This design comes from an exercise in tuning for a short achievable clock period and few clock cycles per item on the open sky130 flow, not from production work. Only simulation tests tie the RTL to the original design; equivalence was not proved. Power is estimated from default activity; no workload was simulated.

===== design/flow/config.mk =====
export PLATFORM = sky130hd
export DESIGN_NAME = most_rbc
export DESIGN_NICKNAME = most_rbc
export VERILOG_FILES = /design/flow/design.v
export SDC_FILE = /design/flow/constraint.sdc
export NUM_CORES = 4
export LEC_CHECK = 0
export CAP_MARGIN = 20
export CORE_MARGIN = 2
export CORE_UTILIZATION = 75
export CTS_CLUSTER_DIAMETER = 60
export CTS_CLUSTER_SIZE = 20
export SLEW_MARGIN = 20

===== design/flow/constraint.sdc =====
create_clock -name core_clock -period 10.0 [get_ports {clk}]
set_input_delay 2.0000 -clock core_clock [delete_from_list [all_inputs] [get_ports {clk}]]
set_output_delay 2.0000 -clock core_clock [all_outputs]
set_load 0.01 [all_outputs]

===== design/flow/design.v =====
module most_rbc (
    input  wire        clk,
    input  wire        rst,
    input  wire        req_valid,
    input  wire        req_op,             
    input  wire [1:0]  req_half,           
    input  wire [31:0] req_frames,         
    input  wire [31:0] req_ring_frames,    
    input  wire [31:0] req_period_frames,  
    input  wire [7:0]  req_width,          
    input  wire        req_endian,         
    input  wire [15:0] req_channels,       
    output reg         rsp_valid,
    output reg         rsp_err,
    output reg         rsp_pe,
    output reg  [31:0] rsp_bufpos,
    output reg  [31:0] rsp_perpos,
    output wire [1:0]  ring_half,
    output wire        ring_rd_en,
    output wire [31:0] ring_rd_addr,
    input  wire [7:0]  ring_rd_data,
    output wire        ring_wr_en,
    output wire [31:0] ring_wr_addr,
    output wire [7:0]  ring_wr_data,
    output wire        unit_rd_en,
    output wire [31:0] unit_rd_addr,
    input  wire [7:0]  unit_rd_data,
    output wire        unit_wr_en,
    output wire [31:0] unit_wr_addr,
    output wire [7:0]  unit_wr_data
);
    reg        h_ok    [0:3];    
    reg [31:0] h_rf    [0:3];    
    reg [31:0] h_pf    [0:3];    
    reg [17:0] h_fbm1  [0:3];    
    reg [1:0]  h_glast [0:3];    
    reg [31:0] h_bp    [0:3];    
    reg [31:0] h_pp    [0:3];    
    reg [31:0] h_bpb   [0:3];    
    reg [31:0] h_pab   [0:1];    
    reg        h_bpl   [0:3];    
    reg        h_ppl   [0:3];    
    reg        rst_q;
    reg        busy;
    reg        q_valid;
    reg        q_op;
    reg [1:0]  q_half;
    reg [31:0] q_n;
    reg [31:0] q_rf;
    reg [31:0] q_pf;
    reg [7:0]  q_width;
    reg        q_endian;
    reg [15:0] q_ch;
    reg        s_ok;
    reg [31:0] s_rf, s_pf;
    reg [17:0] s_fbm1;
    reg [1:0]  s_glast;
    reg [31:0] s_bp, s_pp, s_bpb, s_pab;
    reg        s_bpl, s_ppl;
    reg        p_valid;
    reg [1:0]  p_half;
    reg        p_ok;
    reg [1:0]  p_glast;
    reg [1:0]  p_wsel;       
    reg [15:0] p_chm1;       
    reg [16:0] p_ch2;        
    reg [31:0] p_rf, p_pf;
    reg        p_rf1, p_pf1;
    reg        active;       
    reg        dir_tx;
    reg [1:0]  c_half;
    reg [1:0]  rhalf;        
    reg [31:0] ra;           
    reg [31:0] ua;           
    reg [31:0] pa;           
    reg [17:0] bcnt;         
    reg        frame_last;   
    reg [31:0] bp;           
    reg        bp_last;      
    reg [31:0] pp;           
    reg        pp_last;      
    reg        pe_acc;       
    reg [31:0] fl;           
    reg        fl_last;      
    reg [1:0]  k;            
    reg [31:0] c_rfm2, c_pfm2;
    reg        c_rf1, c_pf1;
    reg [17:0] c_fbm1;
    reg        c_fb1;
    reg [1:0]  c_glast;
    reg [2:0]  c_gstep;      
    reg        s1_valid, s1_last;
    reg [31:0] s1_addr;
    reg        s2_last;
    reg        ring_rd_en_q, unit_rd_en_q;
    reg        ring_wr_en_q, unit_wr_en_q;
    reg [31:0] wa;
    reg [7:0]  ring_data_q, unit_data_q;
    assign ring_half    = rhalf;
    assign ring_rd_en   = ring_rd_en_q;
    assign ring_rd_addr = ra;
    assign unit_rd_en   = unit_rd_en_q;
    assign unit_rd_addr = ua;
    assign ring_wr_en   = ring_wr_en_q;
    assign ring_wr_addr = wa;
    assign ring_wr_data = unit_data_q;
    assign unit_wr_en   = unit_wr_en_q;
    assign unit_wr_addr = wa;
    assign unit_wr_data = ring_data_q;
    reg        prep_ok;
    reg [1:0]  prep_glast;
    reg [1:0]  prep_wsel;
    always @(*) begin
        prep_ok    = 1'b1;
        prep_glast = 2'd0;
        prep_wsel  = 2'd0;
        case (q_width)
            8'd8:  begin prep_glast = 2'd0; prep_wsel = 2'd0; end
            8'd16: begin prep_glast = 2'd1; prep_wsel = 2'd1; end
            8'd24: begin prep_glast = 2'd2; prep_wsel = 2'd2; end
            8'd32: begin prep_glast = 2'd3; prep_wsel = 2'd3; end
            default: prep_ok = 1'b0;
        endcase
        if (q_endian)
            prep_glast = 2'd0;
        if (q_ch == 16'd0 || q_rf == 32'd0 || q_pf == 32'd0)
            prep_ok = 1'b0;
    end
    reg [17:0] p_fbm1;
    always @(*) begin
        case (p_wsel)
            2'd0:    p_fbm1 = {2'd0, p_chm1};
            2'd1:    p_fbm1 = {1'b0, p_chm1, 1'b1};
            2'd2:    p_fbm1 = {1'b0, p_ch2} + {2'd0, p_chm1};
            default: p_fbm1 = {p_chm1, 2'b11};
        endcase
    end
    wire copy_refused = !s_ok || q_n > s_rf || q_n > s_pf;
    wire copy_zero    = q_n == 32'd0;
    wire copy_go      = q_valid && q_op && !copy_refused && !copy_zero;
    wire rsp_now      = (q_valid && q_op && !copy_go) || p_valid || s2_last;
    wire byte_last = frame_last && fl_last;
    wire wrap      = frame_last && bp_last;    
    wire grp_last  = k == c_glast;
    always @(posedge clk) begin
        if (rst) begin
            busy         <= 1'b0;
            q_valid      <= 1'b0;
            p_valid      <= 1'b0;
            active       <= 1'b0;
            s1_valid     <= 1'b0;
            s1_last      <= 1'b0;
            s2_last      <= 1'b0;
            ring_rd_en_q <= 1'b0;
            unit_rd_en_q <= 1'b0;
            ring_wr_en_q <= 1'b0;
            unit_wr_en_q <= 1'b0;
            rsp_valid    <= 1'b0;
        end else begin
            q_valid   <= req_valid && !busy;
            p_valid   <= q_valid && !q_op;
            if (req_valid && !busy)
                busy <= 1'b1;
            if (rsp_now)
                busy <= 1'b0;
            rsp_valid <= rsp_now;
            if (copy_go) begin
                active       <= 1'b1;
                ring_rd_en_q <= q_half[0];
                unit_rd_en_q <= !q_half[0];
            end else if (active && byte_last) begin
                active       <= 1'b0;
                ring_rd_en_q <= 1'b0;
                unit_rd_en_q <= 1'b0;
            end
            s1_valid     <= active;
            s1_last      <= active && byte_last;
            ring_wr_en_q <= s1_valid && !dir_tx;
            unit_wr_en_q <= s1_valid && dir_tx;
            s2_last      <= s1_last;
        end
    end
    integer i;
    always @(posedge clk) begin
        rst_q <= rst;
        if (rst_q) begin
            for (i = 0; i < 4; i = i + 1) begin
                h_ok[i] <= 1'b0;
                h_bp[i] <= 32'd0;
                h_pp[i] <= 32'd0;
            end
        end else begin
            if (p_valid) begin
                h_ok[p_half] <= p_ok;
                h_bp[p_half] <= 32'd0;
                h_pp[p_half] <= 32'd0;
            end
            if (s1_last) begin
                h_bp[c_half] <= bp;
                h_pp[c_half] <= pp;
            end
        end
    end
    always @(posedge clk) begin
        q_op     <= req_op;
        q_half   <= req_half;
        q_n      <= req_frames;
        q_rf     <= req_ring_frames;
        q_pf     <= req_period_frames;
        q_width  <= req_width;
        q_endian <= req_endian;
        q_ch     <= req_channels;
        s_ok    <= !rst_q && h_ok[req_half];
        s_bp    <= rst_q ? 32'd0 : h_bp[req_half];
        s_pp    <= rst_q ? 32'd0 : h_pp[req_half];
        s_rf    <= h_rf[req_half];
        s_pf    <= h_pf[req_half];
        s_fbm1  <= h_fbm1[req_half];
        s_glast <= h_glast[req_half];
        s_bpb   <= h_bpb[req_half];
        s_pab   <= h_pab[req_half[1]];
        s_bpl   <= h_bpl[req_half];
        s_ppl   <= h_ppl[req_half];
        p_half  <= q_half;
        p_ok    <= prep_ok;
        p_glast <= prep_glast;
        p_wsel  <= prep_wsel;
        p_chm1  <= q_ch - 16'd1;
        p_ch2   <= {q_ch, 1'b0};
        p_rf    <= q_rf;
        p_pf    <= q_pf;
        p_rf1   <= q_rf == 32'd1;
        p_pf1   <= q_pf == 32'd1;
        if (p_valid) begin
            h_rf[p_half]    <= p_rf;
            h_pf[p_half]    <= p_pf;
            h_fbm1[p_half]  <= p_fbm1;
            h_glast[p_half] <= p_glast;
            h_bpb[p_half]   <= 32'd0;
            if (!p_half[0])
                h_pab[p_half[1]] <= {30'd0, p_glast};
            h_bpl[p_half]   <= p_rf1;
            h_ppl[p_half]   <= p_pf1;
        end
        if (s1_last) begin
            h_bpb[c_half] <= ra;
            if (!dir_tx)
                h_pab[c_half[1]] <= pa;
            h_bpl[c_half] <= bp_last;
            h_ppl[c_half] <= pp_last;
        end
        rsp_err    <= s2_last ? 1'b0 : p_valid ? !p_ok : copy_refused;
        rsp_pe     <= s2_last && pe_acc;
        rsp_bufpos <= s2_last ? bp : p_valid ? 32'd0 : s_bp;
        rsp_perpos <= s2_last ? pp : p_valid ? 32'd0 : s_pp;
        rhalf <= (q_valid && q_op) ? q_half : c_half;
        if (active) begin
            ua <= ua + 32'd1;
            ra <= wrap ? 32'd0 : ra + 32'd1;
            if (!grp_last)
                pa <= pa - 32'd1;
            else if (wrap && !dir_tx)
                pa <= {30'd0, c_glast};
            else
                pa <= pa + {29'd0, c_gstep};
        end else begin
            ua <= 32'd0;
            ra <= s_bpb;
            pa <= q_half[0] ? {30'd0, s_glast} : s_pab;
        end
        if (q_valid) begin
            dir_tx     <= q_half[0];
            c_half     <= q_half;
            bcnt       <= s_fbm1;
            frame_last <= s_fbm1 == 18'd0;
            bp         <= s_bp;
            bp_last    <= s_bpl;
            pp         <= s_pp;
            pp_last    <= s_ppl;
            pe_acc     <= 1'b0;
            fl         <= q_n;
            fl_last    <= q_n == 32'd1;
            k          <= 2'd0;
            c_rfm2     <= s_rf - 32'd2;
            c_pfm2     <= s_pf - 32'd2;
            c_rf1      <= s_rf == 32'd1;
            c_pf1      <= s_pf == 32'd1;
            c_fbm1     <= s_fbm1;
            c_fb1      <= s_fbm1 == 18'd0;
            c_glast    <= s_glast;
            c_gstep    <= {s_glast, 1'b1};
        end else if (active) begin
            k <= grp_last ? 2'd0 : k + 2'd1;
            if (frame_last) begin
                bcnt       <= c_fbm1;
                frame_last <= c_fb1;
                bp         <= bp_last ? 32'd0 : bp + 32'd1;
                bp_last    <= bp_last ? c_rf1 : (bp == c_rfm2);
                pp         <= pp_last ? 32'd0 : pp + 32'd1;
                pp_last    <= pp_last ? c_pf1 : (pp == c_pfm2);
                if (pp_last)
                    pe_acc <= 1'b1;
                fl         <= fl - 32'd1;
                fl_last    <= fl == 32'd2;
            end else begin
                bcnt       <= bcnt - 18'd1;
                frame_last <= bcnt == 18'd1;
            end
        end
        s1_addr     <= pa;
        wa          <= s1_addr;
        ring_data_q <= ring_rd_data;
        unit_data_q <= unit_rd_data;
    end
endmodule

===== design/flow/flow/run.sh =====
#!/bin/bash
# Standard layout with three changes to how it is made (SDC unchanged):
# timing repair keeps a setup margin beyond the design's, cell sizing may
# change a cell's footprint, and ports are buffered with buf_4 cells.
# Full make output goes to standard.log here.
set -uo pipefail
bash standard.sh SETUP_SLACK_MARGIN=7.3 MATCH_CELL_FOOTPRINT=0 \
  "BUFFER_PORTS_ARGS=-buffer_cell sky130_fd_sc_hd__buf_4" finish > standard.log 2>&1

===== design/flow/standard.sh =====
#!/bin/bash
# synth_recipe.tcl (not shown) runs the flow's synth.tcl, then flattens the netlist and writes it again
# the make line also repeats each setting of config.mk as NAME=value (left out here)
make -C /OpenROAD-flow-scripts/flow DESIGN_CONFIG=/design/flow/config.mk WORK_HOME=/design/flow/orfs CLKGATE_MAP_FILE= SYNTH_SCRIPT=/design/flow/synth_recipe.tcl "${@:-finish}"

==> results.json, run 1 <==
{
  "netlist_area_sq_um": 66050,
  "p_leak_nw": 28.03,
  "portBuffers": 359,
  "grtUsageTotal_pct": 35.79,
  "pwr-share-seq_pct": 58.8,
  "synth_compound_area_share_pct": 3.834,
  "worst_ep_arrival_time_ns": 1.23,
  "syn_area_per_cell_sq_um": 13.90,
  "cts_tree": "built",
  "synth_seq_cells": 1707,
  "r2r-end": "c_rfm2[30]",
  "drc": 0,
  "gp_congestion": 0.9061,
  "synth-xor-area-share_pct": 4.575,
  "pwr-share-comb_pct": 6.8,
  "cts_max_path_buffers": 3,
  "wl_per_cell_microns": 27.35,
  "netlist_instances": 4753,
  "die_x_microns": 300.8,
  "crit_required_ns": 8.00,
  "slew_headroom_pct": 23.21,
  "viasPerCell": 6.563,
  "synthMuxAreaShare_pct": 7.642,
  "hold_viol": 0,
  "yosys_warnings": 1,
  "fin_crit_sh_pct": 32.33,
  "numCtsBuffers": 106,
  "insertion_delay_ns": 0.75,
  "power.density_nw_per_um2": 174.8,
  "rsz0062_at_grt": "yes",
  "dp.cells": 6006,
  "synth_top_family_by_area": "simple AND/OR/NAND/NOR gates",
  "drt_first_pass_iters": 8,
  "fmaxAchievable_ghz": 0.3093,
  "seq_area_sq_um": 44680,
  "grt_overflow": 0,
  "critPathKind": "register to output pin",
  "fin_setup_tns_ns": 0,
  "drv_cap": 0,
  "startpoint": "rsp_err",
  "fill_cells": 3481,
  "place_area_sq_um": 69580,
  "p_clk_share_pct": 34.4,
  "wl_mm": 175.1,
  "grt_pass1_wl_mm": 243.7,
  "cts.clk_slew.worst_paths_ns": 0.08,
  "cp-start-kind": "register",
  "synth_adder_area_share_pct": 1.822,
  "ys_types": 74,
  "r2r_start": "s_rf[5]",
  "ys_seq_area_share_pct": 66.94,
  "ir_worst_vdd_uv": 261.6,
  "io_pins": 360,
  "yosys.area_share.simple_pct": 12.60,
  "final_common_cell": "edfxtp_1",
  "num_rows": 108,
  "die-area_sq_um": 90460,
  "setup_viol": 0,
  "critPathMaxStageDelay_ns": 0.39,
  "drive_gt1_share_pct": 27.08,
  "final.min_clock_period_ns": 3.233,
  "worstPathBufferInverterCount": 1,
  "root_buffer": "clkbuf_16",
  "status": "finished clean",
  "core_area_sq_um": 87020,
  "cp.depth": 1,
  "yosysTopAreaCell": "edfxtp_1",
  "num_vias": 42010,
  "multi_input_area_sq_um": 21380,
  "fin_worst_skew_ns": 0.02821,
  "endpoint": "rsp_err",
  "hpwl_mm": 89.86,
  "drt_iter0_markers": 5377,
  "antenna_found_initial": 7,
  "final_cell_area_sq_um": 76940,
  "p_sw_share_pct": 23.64,
  "finalPower_w": 0.01345,
  "syn_nets": 4991,
  "synth_top_area_share_pct": 45.60,
  "path_cells": "buf_6",
  "r2r_cells": 8,
  "syn2layout_area_growth_pct": 16.48,
  "crit_slowest_cell": "dfxtp_4",
  "slew_violations": 0,
  "worst_pin_slew_ns": 1.152,
  "switching_power_w": 0.003180,
  "synth_edf_count": 1003,
  "finish.net_count": 5390,
  "async_reset_ff_share_pct": 0,
  "die_y_microns": 300.8,
  "grt_max_degree": 104,
  "crit_fanout": 1,
  "cts_sinks": 1707,
  "htreeDepth": 3,
  "ant_nets": 0,
  "initial_core_util_pct": 75.90,
  "critPathTopFamily": "flip-flops",
  "layout_common_cells": "edfxtp_1 (1003), and2_1 (474), dfxtp_1 (453)",
  "hold_buffers": 0,
  "first_global_vias": 40360,
  "cp-end-kind": "output pin",
  "stdcell_count": 6401,
  "intPower_w": 0.01027,
  "worst_hold_path_type": "register to register",
  "synth_ff_type": "edfxtp_1",
  "synthTopCellsByArea": "edfxtp_1 (46%), dfxtp_1 (21%), mux4_2 (6.7%), and2_1 (4.5%), xor2_1 (2.3%)",
  "r2r_slack_ns": 6.96
}
-- cell type report --
class	instances	area share [%]
Clock buffer	160	3.892
Inverter	126	0.6261
Sequential cell	1707	58.07
Multi-Input combinational cell	2628	27.79
Tap cell	1155	1.878
Clock inverter	40	0.5318
Timing Repair Buffer	583	7.203
Antenna cell	2	0.006505
-- layer usage --
metal / track usage (%) / share of wire, %
met1: 48.62 / 35
met2: 59.02 / 49
met3: 6.255 / 11
met4: 12.91 / 4.8
met5: 0 / 0.020
-- logic make-up after synthesis --
| logic type | after synthesis |
|---|---|
| xor gates and xnor gates | 345 |
| adders and majority gates | 95 |
| DFF | 1707 |
| and+or+nand+nor | 1506 |
| AOI/OAI and AO/OA | 425 |
| buffers and inverters | 422 |
| muxes | 253 |
-- what timing repair did --
| item | CTS | global route |
|---|---|---|
| gates cloned | 10 | 4 |
| pin swaps | 25 | 51 |
| resized for setup | 530 | 197 |
| setup endpoints to repair | 1114 | 765 |
| setup buffers | 113 | 66 |
| endpoints found under the hold margin | 0 | 0 |
-- metrics by stage --
stage	setup slack, ns	util [%]	hold WS, ns
final	6.767	88.41	0.3296
after global routing	6.736	88.41	0.3328
after global placement	5.723	79.95	0.3109
after CTS	6.743	86.94	0.3266
after floorplan	5.918	-	0.3096
after detailed placement	5.661	79.95	0.3121
-- synth_stat cells (all sizes together) (6+ instances only) --
master  number
nand4       51
nor2       123
nand3b       8
inv        126
mux2i        7
and3        38
nand2b      76
a221o        6
or3         16
ha          93
mux2        50
o21ai      217
and4        19
nor4        83
xnor2      170
clkbuf     238
or4         13
nand3       83
edfxtp    1003
a22o         7
xor2       175
and2       477
buf         58
nor3b       10
nor3        75
a22oi       13
dfxtp      704
a211oi       6
o22ai       34
a31oi        6
nand2      316
nor2b       87
a21o        11
mux4       196
or2         20
o221ai      16
o31ai       11
a21oi       59
-- flip-flops by register name, indices dropped and copies added (netlist names), 64 cells and up --
signal and cells:
h_bp 128, h_bpb 128, h_fbm1 72, h_pab 64, h_pf 128, h_pp 128, h_rf 128
-- worst register-to-register path, stage by stage (launching register included) --
cell	delay [ns]
dfxtp_2	0.33
or3_4	0.39
or4_4	0.46
or3_4	0.36
or4_4	0.44
or2_4	0.27
nor4_4	0.22
nand3_1	0.16
xnor2_1	0.15
-- worst min-delay path by stage --
stage | start | end | slack, ns | cells past startpoint
final | s1_addr[20] | wa[20] | 0.33 | 0
after global routing | s1_addr[27] | wa[27] | 0.33 | 0
after CTS | s1_addr[27] | wa[27] | 0.33 | 0
after detailed placement | s1_addr[11] | wa[11] | 0.31 | 0
after global placement | s1_addr[25] | wa[25] | 0.31 | 0
after floorplan | s1_addr[0] | wa[0] | 0.31 | 0
-- power groups by stage --
stage          clock network [W]  registers [W]  logic (W)
4_1_cts                  0.00457        0.00789   0.000820
6_report                 0.00463        0.00791   0.000908
3_3_place_gp                   0        0.00804   0.000678
3_5_place_dp                   0        0.00805   0.000703
5_1_grt                  0.00487        0.00793   0.000962
2_1_floorplan                  0        0.00795   0.000510
Testbench counts, summed over its fixed seeds: cycles 1,583,080, bytes 1,567,162.
==> run 2, diff against run 1 <==
--- a/design/flow/flow/run.sh
+++ b/design/flow/flow/run.sh
@@ -6,3 +6,3 @@
 set -uo pipefail
-bash standard.sh SETUP_SLACK_MARGIN=7.3 MATCH_CELL_FOOTPRINT=0 \
+bash standard.sh SETUP_SLACK_MARGIN=7.0 MATCH_CELL_FOOTPRINT=0 \
   "BUFFER_PORTS_ARGS=-buffer_cell sky130_fd_sc_hd__buf_4" finish > standard.log 2>&1
--- a/design/flow/config.mk
+++ b/design/flow/config.mk
@@ -9,3 +9,3 @@
 export CORE_MARGIN = 2
-export CORE_UTILIZATION = 75
+export CORE_UTILIZATION = 70
 export CTS_CLUSTER_DIAMETER = 60
==> run 2 against run 1 <==
Maximum frequency rose by 0.62%. Register-to-register slack got worse by 0.02 ns. Synthesized cell count did not move. Largest cell class unchanged.
==> results.json, run 2 <==
{
  "drv_cap": 0,
  "finalPower_w": 0.01344,
  "synth_seq_cells": 1707,
  "ys_top_cells_by_count": "edfxtp_1 (1003), dfxtp_1 (704), and2_1 (475)",
  "synthTopCellsByArea": "edfxtp_1 (46%), dfxtp_1 (21%), mux4_2 (6.7%), and2_1 (4.5%), xor2_1 (2.3%)",
  "synth_ff_type": "edfxtp_1",
  "syn_area_per_cell_sq_um": 13.90,
  "final_common_cell": "edfxtp_1",
  "cts_tree": "built",
  "grt_pass1_wl_mm": 228.0,
  "seq_area_sq_um": 44570,
  "hpwl_mm": 87.99,
  "die_y_microns": 311.2,
  "netlist_area_sq_um": 66050,
  "cp-end-kind": "output pin",
  "critPathTopFamily": "flip-flops",
  "netlist_instances": 4753,
  "timing.hold.ws_ns": 0.3248,
  "portBuffers": 359,
  "drt_first_pass_iters": 6,
  "fin_setup_tns_ns": 0,
  "ir_worst_vdd_uv": 239.4,
  "viasPerCell": 6.047,
  "crit_slowest_cell": "dfxtp_4",
  "place_area_sq_um": 69530,
  "syn_nets": 4991,
  "initial_core_util_pct": 70.67,
  "worstPathBufferInverterCount": 1,
  "worst_hold_path_type": "register to register",
  "power.density_nw_per_um2": 178.0,
  "hold_viol": 0,
  "fin_crit_sh_pct": 32.13,
  "path_cells": "buf_6",
  "cts.clk_slew.worst_paths_ns": 0.08,
  "finish.net_count": 5301,
  "grt_max_degree": 119,
  "fmaxAchievable_ghz": 0.3112,
  "async_reset_ff_share_pct": 0,
  "drive_gt1_share_pct": 23.03,
  "wl_mm": 149.8,
  "crit_fanout": 1,
  "worst_pin_slew_ns": 1.143,
  "cts_sinks": 1707,
  "crit_required_ns": 8.00,
  "synth_top_area_share_pct": 45.60,
  "synth_most_common_cell": "edfxtp_1",
  "grtUsageTotal_pct": 30.67,
  "die_x_microns": 311.2,
  "fill_cells": 5195,
  "cp-start-kind": "register",
  "root_buffer": "clkbuf_16",
  "status": "finished clean",
  "io_pins": 360,
  "numCtsBuffers": 111,
  "critPathKind": "register to output pin",
  "syn2layout_area_growth_pct": 14.31,
  "p_leak_nw": 27.36,
  "cts_max_path_buffers": 3,
  "drt_iter0_markers": 3862,
  "synth_edf_count": 1003,
  "layout_common_cells": "edfxtp_1 (1003), dfxtp_1 (508), and2_1 (475)",
  "fin_worst_skew_ns": 0.02734,
  "core_area_sq_um": 93470,
  "rsz0062_at_grt": "yes",
  "num_vias": 38790,
  "ys_seq_area_share_pct": 66.94,
  "worst_ep_arrival_time_ns": 1.21,
  "ant_nets": 0,
  "critPathMaxStageDelay_ns": 0.40,
  "setup_viol": 0,
  "multi_input_area_sq_um": 20540,
  "slew_headroom_pct": 23.74,
  "slew_violations": 0,
  "yosysTopAreaCell": "edfxtp_1",
  "grt_overflow": 0,
  "final.min_clock_period_ns": 3.213,
  "wl_per_cell_microns": 23.36,
  "htreeDepth": 3,
  "drc": 0,
  "die-area_sq_um": 96830,
  "ys_types": 74,
  "num_rows": 112,
  "first_global_vias": 39000,
  "gp_congestion": 0.8846,
  "insertion_delay_ns": 0.72,
  "fin_util_pct": 80.78,
  "final_cell_area_sq_um": 75500,
  "antenna_found_initial": 2,
  "yosys_warnings": 1
}
[run 2: cells by family after synthesis]
kind of cell | share of synthesized area (%)
muxes | 7.642
and+or+nand+nor | 12.60
xor gates and xnor gates | 4.575
adders and majority gates | 1.822
DFF | 66.94
AOI/OAI and AO/OA | 3.834
buffers and inverters | 2.591
[run 2: stage by stage]
| step | worst slack (ns) | std cells |
|---|---|---|
| finish | 6.787 | 6415 |
| detailed placement | 5.592 | 6106 |
| CTS | 6.747 | 6382 |
| global placement | 5.629 | 6106 |
| global route | 6.741 | 6414 |
| floorplan | 5.918 | 4753 |
[run 2: power breakdown]
group	switching, W	leakage [nW]	internal [W]	total [W]
clock	0.00240	1.80	0.00237	0.00477
combinational	0.000392	10.2	0.000383	0.000774
sequential	0.000230	15.4	0.00766	0.00789
total	0.00302	27.4	0.0104	0.0134
[run 2: final cells by class]
cell class                      instances  share of cell area [%]
Sequential cell                      1707                   59.03
Timing Repair inverter                  1                0.006629
Timing Repair Buffer                  489                   6.163
Tap cell                             1254                   2.078
Clock buffer                          160                   4.108
Antenna cell                            2                0.006629
Multi-Input combinational cell       2627                   27.20
Inverter                              126                  0.6314
Clock inverter                         49                  0.7706
[run 2: final timing paths]
| check | startpoint | end | slack [ns] | cells past startpoint |
|---|---|---|---|---|
| worst max register to register | s_rf[5] | c_rfm2[30] | 6.94 | 8 |
| worst max-delay path | rsp_err | rsp_err | 6.79 | 1 |
| worst min register to register | s1_addr[5] | wa[5] | 0.32 | 0 |
| worst min-delay path | s1_addr[5] | wa[5] | 0.32 | 0 |
[run 2: routing by layer]
| layer | part of all wire, % | GRT usage [%] |
|---|---|---|
| met5 | 0 | 0 |
| met4 | 2.5 | 8.926 |
| met3 | 7.7 | 4.206 |
| met2 | 49 | 50.76 |
| met1 | 40 | 43.09 |
[run 2: timing repair]
item / CTS / global route
buffers inserted: 62 / 29
resized for setup: 444 / 70
setup endpoints to repair: 860 / 526
gates cloned: 5 / 2
hold buffers: 0 / 0
pin swaps: 2 / 11

port drivers added, routing unchanged:
No port has a modelled driver above. Below, the same layouts with a new extraction and two added sets of constraints. Step 1, drivers: a clkbuf_16 drives clk and a buf_2 each remaining input, both assumed. Step 2 moves the port delays by t, midway between the first and last clock arrival at a register: inputs arrive t later, outputs are due t later. That takes back most of the time a late clock gives input paths. a / b / c = ideal ports / drivers / drivers and shift; a / b = the first two.
| run | shift t [ns] | setup WS [ns] | hold slack, ns |
|---|---|---|---|
| run 1 | 0.808 | 6.767 / 6.689 / 6.237 | 0.330 / 0.330 / 0.330 |
| run 2 | 0.777 | 6.787 / 6.713 / 6.181 | 0.325 / 0.325 / 0.325 |
After both steps setup and hold are still met in every run listed. For run 2, which loses most, drivers alone change the setup slack by -0.074 ns; drivers and shift together by -0.606 ns.
